Background: an optimization exercise with open tools, aiming at small area, a short achievable clock period and few clock cycles. Do not read the settings as production practice. Where RTL was checked, it was by simulation tests only, not by an equivalence proof against the original.

==> ember <==
==> flow/design.v (excerpt) <==
module kbd_scan_react (
    input  wire        clk,
    input  wire        rst,
    input  wire        cmd_valid,
    input  wire [7:0]  cmd,
    output wire        cmd_ready,
    output reg  [7:0]  row_n,
    input  wire [7:0]  col_n,
    input  wire [31:0] rnd_data,
    output reg         rnd_take,
    output wire [17:0] ev,
    output reg         led_valid,
    output reg  [23:0] led_data,
    output reg         draw_valid,
    output wire [1:0]  draw_sprite,
    output wire [2:0]  fault
);
    localparam [1:0] M_RAINBOW = 2'd0, M_LIGHTNING = 2'd1, M_CHASE = 2'd2, M_CHASE2 = 2'd3;
    localparam [3:0] S_IDLE = 4'd0,
                     S_SCAN = 4'd1,    
                     S_POP  = 4'd2,    
                     S_DBW  = 4'd3,    
                     S_LFW  = 4'd4,    
                     S_LF   = 4'd5,    
                     S_LW0  = 4'd6,    
                     S_LT0  = 4'd7,    
                     S_LW1  = 4'd8,    
                     S_LT1  = 4'd9,    
                     S_LR   = 4'd10,   
                     S_LR2  = 4'd11,   
                     S_LT2  = 4'd12,   
                     S_KW0  = 4'd13,   
                     S_KT0  = 4'd14,   
                     S_KT1  = 4'd15;   
    reg [3:0]  st;
    reg        rdy;
    reg        rdy_ok;       
    reg        f_proto, f_ill;
    reg [2:0]  sc_row;
    reg        row_on;
    reg [2:0]  ic;           
    reg [2:0]   phi;
  ...
Settings: LEC_CHECK=0, CAP_MARGIN=20, CORE_MARGIN=2, CORE_UTILIZATION=40, PLACE_DENSITY=0.6, SLEW_MARGIN=20, SYNTH_HIERARCHICAL=1; clock period 14.0 ns.
standard.sh (not shown) runs the stock make flow with config.mk's settings and CLKGATE_MAP_FILE= SYNTH_SCRIPT=/design/flow/synth_recipe.tcl, a recipe that flattens the netlist after the stock synthesis.
==> flow/flow/run.sh <==
#!/bin/bash
# Standard ORFS layout (standard synthesis, unchanged). Timing repair aims at a
# larger setup slack than the default so that the achieved period is short.
set -euo pipefail
bash standard.sh SETUP_SLACK_MARGIN=10.5 CTS_CLUSTER_SIZE=24 CTS_CLUSTER_DIAMETER=70 finish > standard.log 2>&1
==> lagoon (differences from ember) <==
--- a/flow/design.v
+++ b/flow/design.v
@@ -136,42 +136,38 @@
     wire [3:0] t_db  = in_pass ? S_DBW : S_IDLE;
     wire [3:0] t_pop = pop_wait ? S_POP : (b_press && is_L) ? t_lk : S_IDLE;
     wire [3:0] t_lt  = (lt_fire && is_L) ? (mvalid ? S_LT0 : S_LW0) : S_IDLE;
     wire [3:0] t_lkc = is_L ? t_lk : S_IDLE;
     wire [3:0] t_lf  = lf_ok ? S_LF : S_LFW;
     wire [1:0] spr_t = (sprite == 2'd1) ? 2'd2 : 2'd1;
-    wire c_scan, c_db, c_pop, c_lt, c_lk, c_lf, c_lm, c_dt, c_dk, c_ill;
-    kbd_scan_react_dec u_dec (
-        .cmd(cmd), .c_scan(c_scan), .c_db(c_db), .c_pop(c_pop), .c_lt(c_lt), .c_lk(c_lk),
-        .c_lf(c_lf), .c_lm(c_lm), .c_dt(c_dt), .c_dk(c_dk), .c_ill(c_ill));
     reg [3:0] n_st;
     reg       n_ill, n_proto, n_scan, n_pass, n_lfgo, n_pop, n_ltf, n_lk, n_lm, n_dt, n_dk;
     reg       n_take, n_draw, n_sprclr, n_sprtog, n_lcnt_inc, n_lcnt_clr;
     always @* begin
         n_st = S_IDLE; n_ill = 1'b0; n_proto = 1'b0; n_scan = 1'b0; n_pass = 1'b0;
         n_lfgo = 1'b0; n_pop = 1'b0; n_ltf = 1'b0; n_lk = 1'b0; n_lm = 1'b0;
         n_dt = 1'b0; n_dk = 1'b0; n_take = 1'b0; n_draw = 1'b0; n_sprclr = 1'b0;
         n_sprtog = 1'b0; n_lcnt_inc = 1'b0; n_lcnt_clr = 1'b0;
-        case (1'b1)
-        c_scan: begin n_st = S_SCAN; n_scan = 1'b1; end
-        c_db: begin n_st = t_db; n_proto = !in_pass && q_any; n_pass = !in_pass && !q_any; end
-        c_pop: begin
+        case (cmd)
+        8'h10: begin n_st = S_SCAN; n_scan = 1'b1; end
+        8'h20: begin n_st = t_db; n_proto = !in_pass && q_any; n_pass = !in_pass && !q_any; end
+        8'h21: begin
             n_st = t_pop; n_pop = !pop_wait;
             n_take = !pop_wait && b_press && is_L && mvalid;
             n_draw = !pop_wait && b_press; n_sprtog = !pop_wait && b_press;
             n_dk = !pop_wait && b_press; n_lk = !pop_wait && b_press && is_C;
         end
-        c_lt: begin
+        8'h30: begin
             n_st = t_lt; n_lcnt_inc = !lt_fire; n_lcnt_clr = lt_fire;
             n_ltf = lt_fire && !is_L; n_take = lt_fire && is_L && mvalid;
         end
-        c_lk: begin n_st = t_lkc; n_lk = is_C; n_take = is_L && mvalid; end
-        c_lf: begin n_st = t_lf; n_lfgo = lf_ok; end
-        c_lm: begin n_lm = 1'b1; n_lcnt_clr = 1'b1; end
-        c_dt: begin n_dt = 1'b1; n_draw = dd_hit; n_sprclr = dd_hit; end
-        c_dk: begin n_dk = 1'b1; n_draw = 1'b1; n_sprtog = 1'b1; end
+        8'h31: begin n_st = t_lkc; n_lk = is_C; n_take = is_L && mvalid; end
+        8'h32: begin n_st = t_lf; n_lfgo = lf_ok; end
+        8'h34, 8'h35, 8'h36, 8'h37: begin n_lm = 1'b1; n_lcnt_clr = 1'b1; end
+        8'h40: begin n_dt = 1'b1; n_draw = dd_hit; n_sprclr = dd_hit; end
+        8'h41: begin n_dk = 1'b1; n_draw = 1'b1; n_sprtog = 1'b1; end
         default: n_ill = 1'b1;
         endcase
     end
     wire acc = (st == S_IDLE) && ok;
     wire lf_go   = (acc && n_lfgo) || (st == S_LFW && lf_ok);
     wire pop_go  = (acc && n_pop)  || (st == S_POP && !pop_wait);
@@ -462,21 +458,6 @@
             end
             default: ;
             endcase
         end
     end
 endmodule
-module kbd_scan_react_dec (
-    input  wire [7:0] cmd,
-    output wire       c_scan, c_db, c_pop, c_lt, c_lk, c_lf, c_lm, c_dt, c_dk, c_ill
-);
-    assign c_scan = (cmd == 8'h10);
-    assign c_db   = (cmd == 8'h20);
-    assign c_pop  = (cmd == 8'h21);
-    assign c_lt   = (cmd == 8'h30);
-    assign c_lk   = (cmd == 8'h31);
-    assign c_lf   = (cmd == 8'h32);
-    assign c_lm   = (cmd[7:2] == 6'b001101);
-    assign c_dt   = (cmd == 8'h40);
-    assign c_dk   = (cmd == 8'h41);
-    assign c_ill  = ~(c_scan | c_db | c_pop | c_lt | c_lk | c_lf | c_lm | c_dt | c_dk);
-endmodule
==> flow/flow/run.sh (replaced) <==
#!/bin/bash
# Standard ORFS layout (standard synthesis, unchanged). Timing repair aims at a
# larger setup slack than the default so that the achieved period is short.
set -euo pipefail
bash standard.sh SETUP_SLACK_MARGIN=10 CTS_CLUSTER_SIZE=24 CTS_CLUSTER_DIAMETER=70 finish > standard.log 2>&1
--- a/flow/config.mk
+++ b/flow/config.mk
@@ -7,7 +7,6 @@
 export LEC_CHECK = 0
 export CAP_MARGIN = 20
 export CORE_MARGIN = 2
 export CORE_UTILIZATION = 40
 export PLACE_DENSITY = 0.6
 export SLEW_MARGIN = 20
-export SYNTH_HIERARCHICAL = 1
==> results.cfg <==
[layout]
final_cell_mix = dfxtp_1 (620), nor2_1 (270), nand2_1 (259), o21ai_0 (177), ha_1 (155)
clockBufferCount = 48
drive_above_1_share_pct = 13.7
antenna_cells = 0
multi_input_area_mm2 = 0.0144
seqCellArea_mm2 = 0.0143

[worst_setup_path]
critPathMaxStageDelay_ns = 0.61
cp_cell_sequence = buf_12, or4_4, nor2_4, and4_4, mux2i_1, o21ai_1, nand4b_1, a2111oi_0, o32a_1
cp_data_arrival_time_ns = 4.74
cp.depth = 9

[power]
p_seq_share_pct = 44.3

[sta]
fmax_mhz = 236
slew_headroom_pct = 25.5

[global_routing]
grtUsageMet3_pct = 3.15

[run_status]
outcome = no timing/DRC/antenna violations

[die]
dieWidth_um = 273
coreArea_mm2 = 0.0715

[clock_network]
clk_latency_ns = 0.63
The numbers above come from lagoon.

==> results.cfg <==
[run_status]
outcome = no timing/DRC/antenna violations

[sta]
fmax_mhz = 230
slew_headroom_pct = 16.2

[layout]
final_cell_mix = dfxtp_1 (600), nand2_1 (272), nor2_1 (246), o21ai_0 (165), ha_1 (147)
clockBufferCount = 44
drive_above_1_share_pct = 18.9
antenna_cells = 1
seqCellArea_mm2 = 0.0144

[worst_setup_path]
cp_cell_sequence = buf_8, nor3_4, nand2b_4, buf_4, nor2_4, buf_4, buf_6, inv_1, nor4_1, a211oi_2, o22ai_2, and3b_1, a22o_1
critPathMaxStageDelay_ns = 0.33
cp_data_arrival_time_ns = 4.83
cp.depth = 13

[global_routing]
grtUsageMet3_pct = 2.20

[power]
p_seq_share_pct = 43.8

[die]
coreArea_mm2 = 0.0714
The numbers above come from ember.

No run of this note included a check of the RTL's function; only the layout flow was run.


==> wip/cedar <==
kbd_scan_react, a different RTL version from the one above (not shown whole).
clock: 14.0 ns
lec_check: 0
cap_margin: 20
core_margin: 2
core_utilization: 40
place_density: 0.6
slew_margin: 20
synth_hierarchical: 1
==> flow/flow/run.sh <==
#!/bin/bash
# Standard ORFS layout with the standard synthesis, unchanged.  Timing repair
# aims at a larger setup slack than the default so that the achieved period is
# short; the clock tree uses larger leaf clusters; ports get plain buffers.
set -euo pipefail
bash standard.sh SETUP_SLACK_MARGIN=10 CTS_CLUSTER_SIZE=24 CTS_CLUSTER_DIAMETER=70 \
    "BUFFER_PORTS_ARGS=-buffer_cell sky130_fd_sc_hd__buf_2" finish > standard.log 2>&1
==> inputs of wip/willow, as changes to wip/cedar <==
--- a/flow/design.v
+++ b/flow/design.v
@@ -71,17 +71,16 @@
     reg        a_r0, a_r2;   
     reg [8:0]  a_fd;         
     reg        a_fl;         
     reg        a_ty;         
     reg [3:0]  a_d;          
     reg [1:0]  a_m3;         
     reg [1:0]  sprite;
-    reg [31:0] dd;
+    reg [31:0] dd;           
     reg x_ltf, x_lk, x_lm, x_dt, x_dk, x_lfin, x_lw;
-    reg x_rclr;              
     reg x_prev, x_prev2;     
     reg [3:0]  mnib;         
     reg [3:0]  macc;         
     reg [3:0]  mcnt;
     reg        mvalid;
     assign cmd_ready   = rdy;
     assign draw_sprite = sprite;
@@ -160,19 +159,17 @@
     wire [4:0] ms1   = {1'b0, macc} + {1'b0, mnib};
     wire [3:0] ms3   = ms1[3:0] + {3'd0, ms1[4]};
     wire is_L   = (mode == M_LIGHTNING);
     wire is_C   = (mode == M_CHASE);
     wire [6:0] k_last  = (mode == M_CHASE2) ? 7'd99 : 7'd9;
     wire       lt_fire = (lcnt == k_last);
     wire       scan_go = (ic >= 3'd3) && !in_pass;
-    wire frame_x = x_ltf | x_lk | x_lm | x_lfin | x_lw | x_rclr;
+    wire frame_x = x_ltf | x_lk | x_lm | x_lfin | x_lw;
     wire lf_ok   = !frame_x && !x_prev && !x_prev2;
-    localparam [31:0] DD_398 = 32'h213f36d5, DD_399 = 32'h427e6daa;
-    wire dd_hit = x_dk ? 1'b0 : x_dt ? (dd == DD_398) : (dd == DD_399);
-    wire dd_fb  = dd[31] ^ dd[21] ^ dd[1] ^ dd[0] ^ (dd[30:0] == 31'd0);
+    wire dd_hit = x_dk ? 1'b0 : x_dt ? (dd == 32'd398) : (dd == 32'd399);
     wire [1:0] spr_t = (sprite == 2'd1) ? 2'd2 : 2'd1;
     wire [3:0] t_lk  = mvalid ? S_KT0 : S_KW0;
     wire [3:0] t_db  = in_pass ? S_DBW : S_IDLE;
     wire [3:0] t_pop = pop_wait ? S_POP : (b_press && is_L) ? t_lk : S_IDLE;
     wire [3:0] t_lt  = (lt_fire && is_L) ? (mvalid ? S_LT0 : S_LW0) : S_IDLE;
     wire [3:0] t_lkc = is_L ? t_lk : S_IDLE;
     wire [3:0] t_lf  = lf_ok ? S_LF : S_LFW;
@@ -330,15 +327,15 @@
     wire [7:0] c_r   = (a_fl | b_r2) ? lo_f : b_r0 ? hi_f : 8'd0;
     wire [7:0] c_g   = a_fl ? lo_f : b_r0 ? 8'd0 : b_r2 ? hi_f : lo_f;
     wire [7:0] c_b   = (a_fl | !(b_r0 | b_r2)) ? hi_f : b_r0 ? lo_f : 8'd0;
     wire       c_dim = c_r < 8'd100;
     wire [3:0] cidx_next = (cidx == 4'd11) ? 4'd0 : cidx + 4'd1;
     wire [3:0] cidx_twin = (cidx_next >= 4'd6) ? cidx_next - 4'd6 : cidx_next + 4'd6;
     wire chase_upd = x_ltf & mode[1];
-    wire l_clear   = (x_lm & (mode != M_RAINBOW)) | x_rclr;
+    wire l_clear   = x_lm & (mode != M_RAINBOW);
     wire l_fade    = chase_upd | x_lfin;
     reg [59:0] lk_n;
     reg [11:0] lt_n;
     reg        wr;
     integer i;
     always @* begin
         for (i = 0; i < 12; i = i + 1) begin
@@ -352,19 +349,14 @@
             else if (l_fade && lk[5*i +: 5] != 5'd31)
                 lk_n[5*i +: 5] = lk[5*i +: 5] + 5'd1;
             else
                 lk_n[5*i +: 5] = lk[5*i +: 5];
         end
     end
     always @(posedge clk) begin
-        lk <= lk_n;
-        if (x_dk)
-            dd <= 32'd0;
-        else if (x_dt)
-            dd <= {dd[30:0], dd_fb};
         led_data <= {c_g, c_r, c_b};
         p0r  <= a0_p;
         {a_p3, a_r0, a_r2, a_fd, a_ty, a_d, a_m3} <= n_a;
         a_fl <= (fk == 2'd1);
         lt   <= lt_n;
         bkind <= bkind_nx;
         brow  <= brow_nx;
@@ -378,20 +370,20 @@
             rsn[8*sn_wp +: 8] <= ~col_n;
         if (rst) begin
             st <= S_IDLE; rdy <= 1'b1; rdy_ok <= 1'b1;
             f_proto <= 1'b0; f_ill <= 1'b0;
             sc_row <= 3'd0; row_on <= 1'b0; ic <= 3'd0; row_n <= 8'hFF;
             phi <= 3'd0; lap0 <= 1'b1; pass <= 4'd0; rhot <= 8'd0; pmask <= 8'd0;
             bvalid <= 8'd0; evrow <= 8'd0; ev_r <= 8'd0;
-            fk <= 2'd1; fws <= 1'b0; ft <= 8'd255; fpend <= 1'b0;
+            lk <= {12{5'd31}}; fk <= 2'd1; fws <= 1'b0; ft <= 8'd255; fpend <= 1'b0;
             lcnt <= 7'd0; cidx <= 4'd0; cph <= 8'd255; mode <= M_RAINBOW;
             rsel <= 4'd1;
-            sprite <= 2'd0;
+            sprite <= 2'd0; dd <= 32'd0;
             x_ltf <= 1'b0; x_lk <= 1'b0; x_lm <= 1'b0;
-            x_dt <= 1'b0; x_dk <= 1'b1; x_rclr <= 1'b1; x_lfin <= 1'b0; x_lw <= 1'b0; x_prev <= 1'b0; x_prev2 <= 1'b0;
+            x_dt <= 1'b0; x_dk <= 1'b0; x_lfin <= 1'b0; x_lw <= 1'b0; x_prev <= 1'b0; x_prev2 <= 1'b0;
             rnd_take <= 1'b0; led_valid <= 1'b0; draw_valid <= 1'b0;
             mcnt <= 4'd0; macc <= 4'd0; mvalid <= 1'b0;
         end else begin
             if (rnd_take) begin
                 mcnt <= 4'd0; macc <= 4'd0; mvalid <= 1'b0;
             end else if (!mvalid) begin
                 if (!mcnt[3]) begin
@@ -416,15 +408,15 @@
             ic <= row_on ? 3'd0 : (ic[2] ? 3'd4 : ic + 3'd1);
             phi   <= phi + 3'd1;
             if (phi == 3'd7) lap0 <= 1'b0;
             evrow <= evrow_nx;
             if (in_pass)
                 rhot[phi] <= u_hot;
             pmask <= pmask_d;
-            x_rclr <= 1'b0;
+            lk <= lk_n;
             if (x_lm) begin
                 if (mode == M_RAINBOW)
                     fpend <= 1'b1;
                 else begin
                     fk <= mode; cidx <= 4'd0; cph <= 8'd255;
                 end
             end else if (chase_upd | x_lk) begin
@@ -434,14 +426,18 @@
             if (x_ltf && mode == M_RAINBOW) begin
                 fk <= 2'd0;
                 if (fpend) begin
                     fws <= 1'b1; ft <= 8'd0; fpend <= 1'b0;
                 end else
                     ft <= ft + 8'd1;
             end
+            if (x_dk)
+                dd <= 32'd0;
+            else if (x_dt)
+                dd <= dd + 32'd1;
             x_prev  <= frame_x;
             x_prev2 <= x_prev;
             st      <= st_d;
             rdy     <= rdy_d;
             rdy_ok  <= rdyok_d;
             f_ill   <= fill_d;
             f_proto <= fproto_d;
==> flow/flow/run.sh (replaced) <==
#!/bin/bash
# Standard ORFS layout (standard synthesis, unchanged). Timing repair aims at a
# larger setup slack than the default so that the achieved period is short.
set -euo pipefail
bash standard.sh SETUP_SLACK_MARGIN=10 CTS_CLUSTER_SIZE=24 CTS_CLUSTER_DIAMETER=70 finish > standard.log 2>&1
==> impl_metrics.ini <==
[critical_path]
slowest_stage = or4b_4
startpoint = cmd[6]

[power_and_ir_drop]
intPower_mw = 2.78
p_leak_nw = 13.4
power_switching_share = 0.248

[finish]
utilization = 0.448
multi_input_area_share = 0.458

[routing]
wl_met1_um = 33400

[run_status]
status = complete, no violations

[floorplan]
core_area_um2 = 76100
die_h_um = 282

[clocking]
cts.repair.resized = 27
The numbers above come from wip/cedar.

==> impl_metrics.ini <==
[finish]
multi_input_area_share = 0.454
utilization = 0.451

[floorplan]
die_h_um = 283
core_area_um2 = 77200

[power_and_ir_drop]
p_leak_nw = 13.6
power_switching_share = 0.244

[routing]
wl_met1_um = 33700
via_count = 22800

[run_status]
status = complete, no violations

[clocking]
cts.repair.resized = 244

[critical_path]
slowest_stage = or4_4
startpoint = cmd[2]
The numbers above come from wip/willow.

Testbench counts of wip/cedar, summed over its fixed seeds: cycles 1,040,346.
Testbench counts of wip/willow, summed over its fixed seeds: cycles 1,040,346.

==> separate check: timing with driven ports <==
In the flow no input, the clock included, has a driving cell. The finished layouts below were timed again as built, in two steps.
Step 1 (the two cells are an assumption about what drives the block):
set clk [get_ports {clk}]
set_driving_cell -lib_cell sky130_fd_sc_hd__clkbuf_16 $clk
set_driving_cell -lib_cell sky130_fd_sc_hd__buf_2 [delete_from_list [all_inputs] $clk]
Step 2 adds t to the input delays and takes it off the output delays; t is the mean of the earliest and latest rising clock arrival at the registers after step 1. Input paths then give back, and output paths get back, about the clock's delay inside the block.
Slacks: ideal ports / drivers / drivers and shift; pairs: ideal ports / drivers.
run	shift t [ns]	slack for setup (ns)	worst setup path after step 2	clock arrival spread, ns
ember	0.669	9.658 / 9.676 / 9.007	input to register	0.028 / 0.028
lagoon	0.667	9.769 / 9.782 / 9.115	input to register	0.053 / 0.053
wip/cedar	0.654	10.014 / 10.009 / 9.387	input to register	0.038 / 0.038
wip/willow	0.659	10.031 / 9.991 / 9.339	input to register	0.030 / 0.030
After both steps setup and hold are still met in every run listed. The setup slack of wip/willow, which loses most, moves by -0.040 ns with the drivers and by -0.692 ns with both steps.
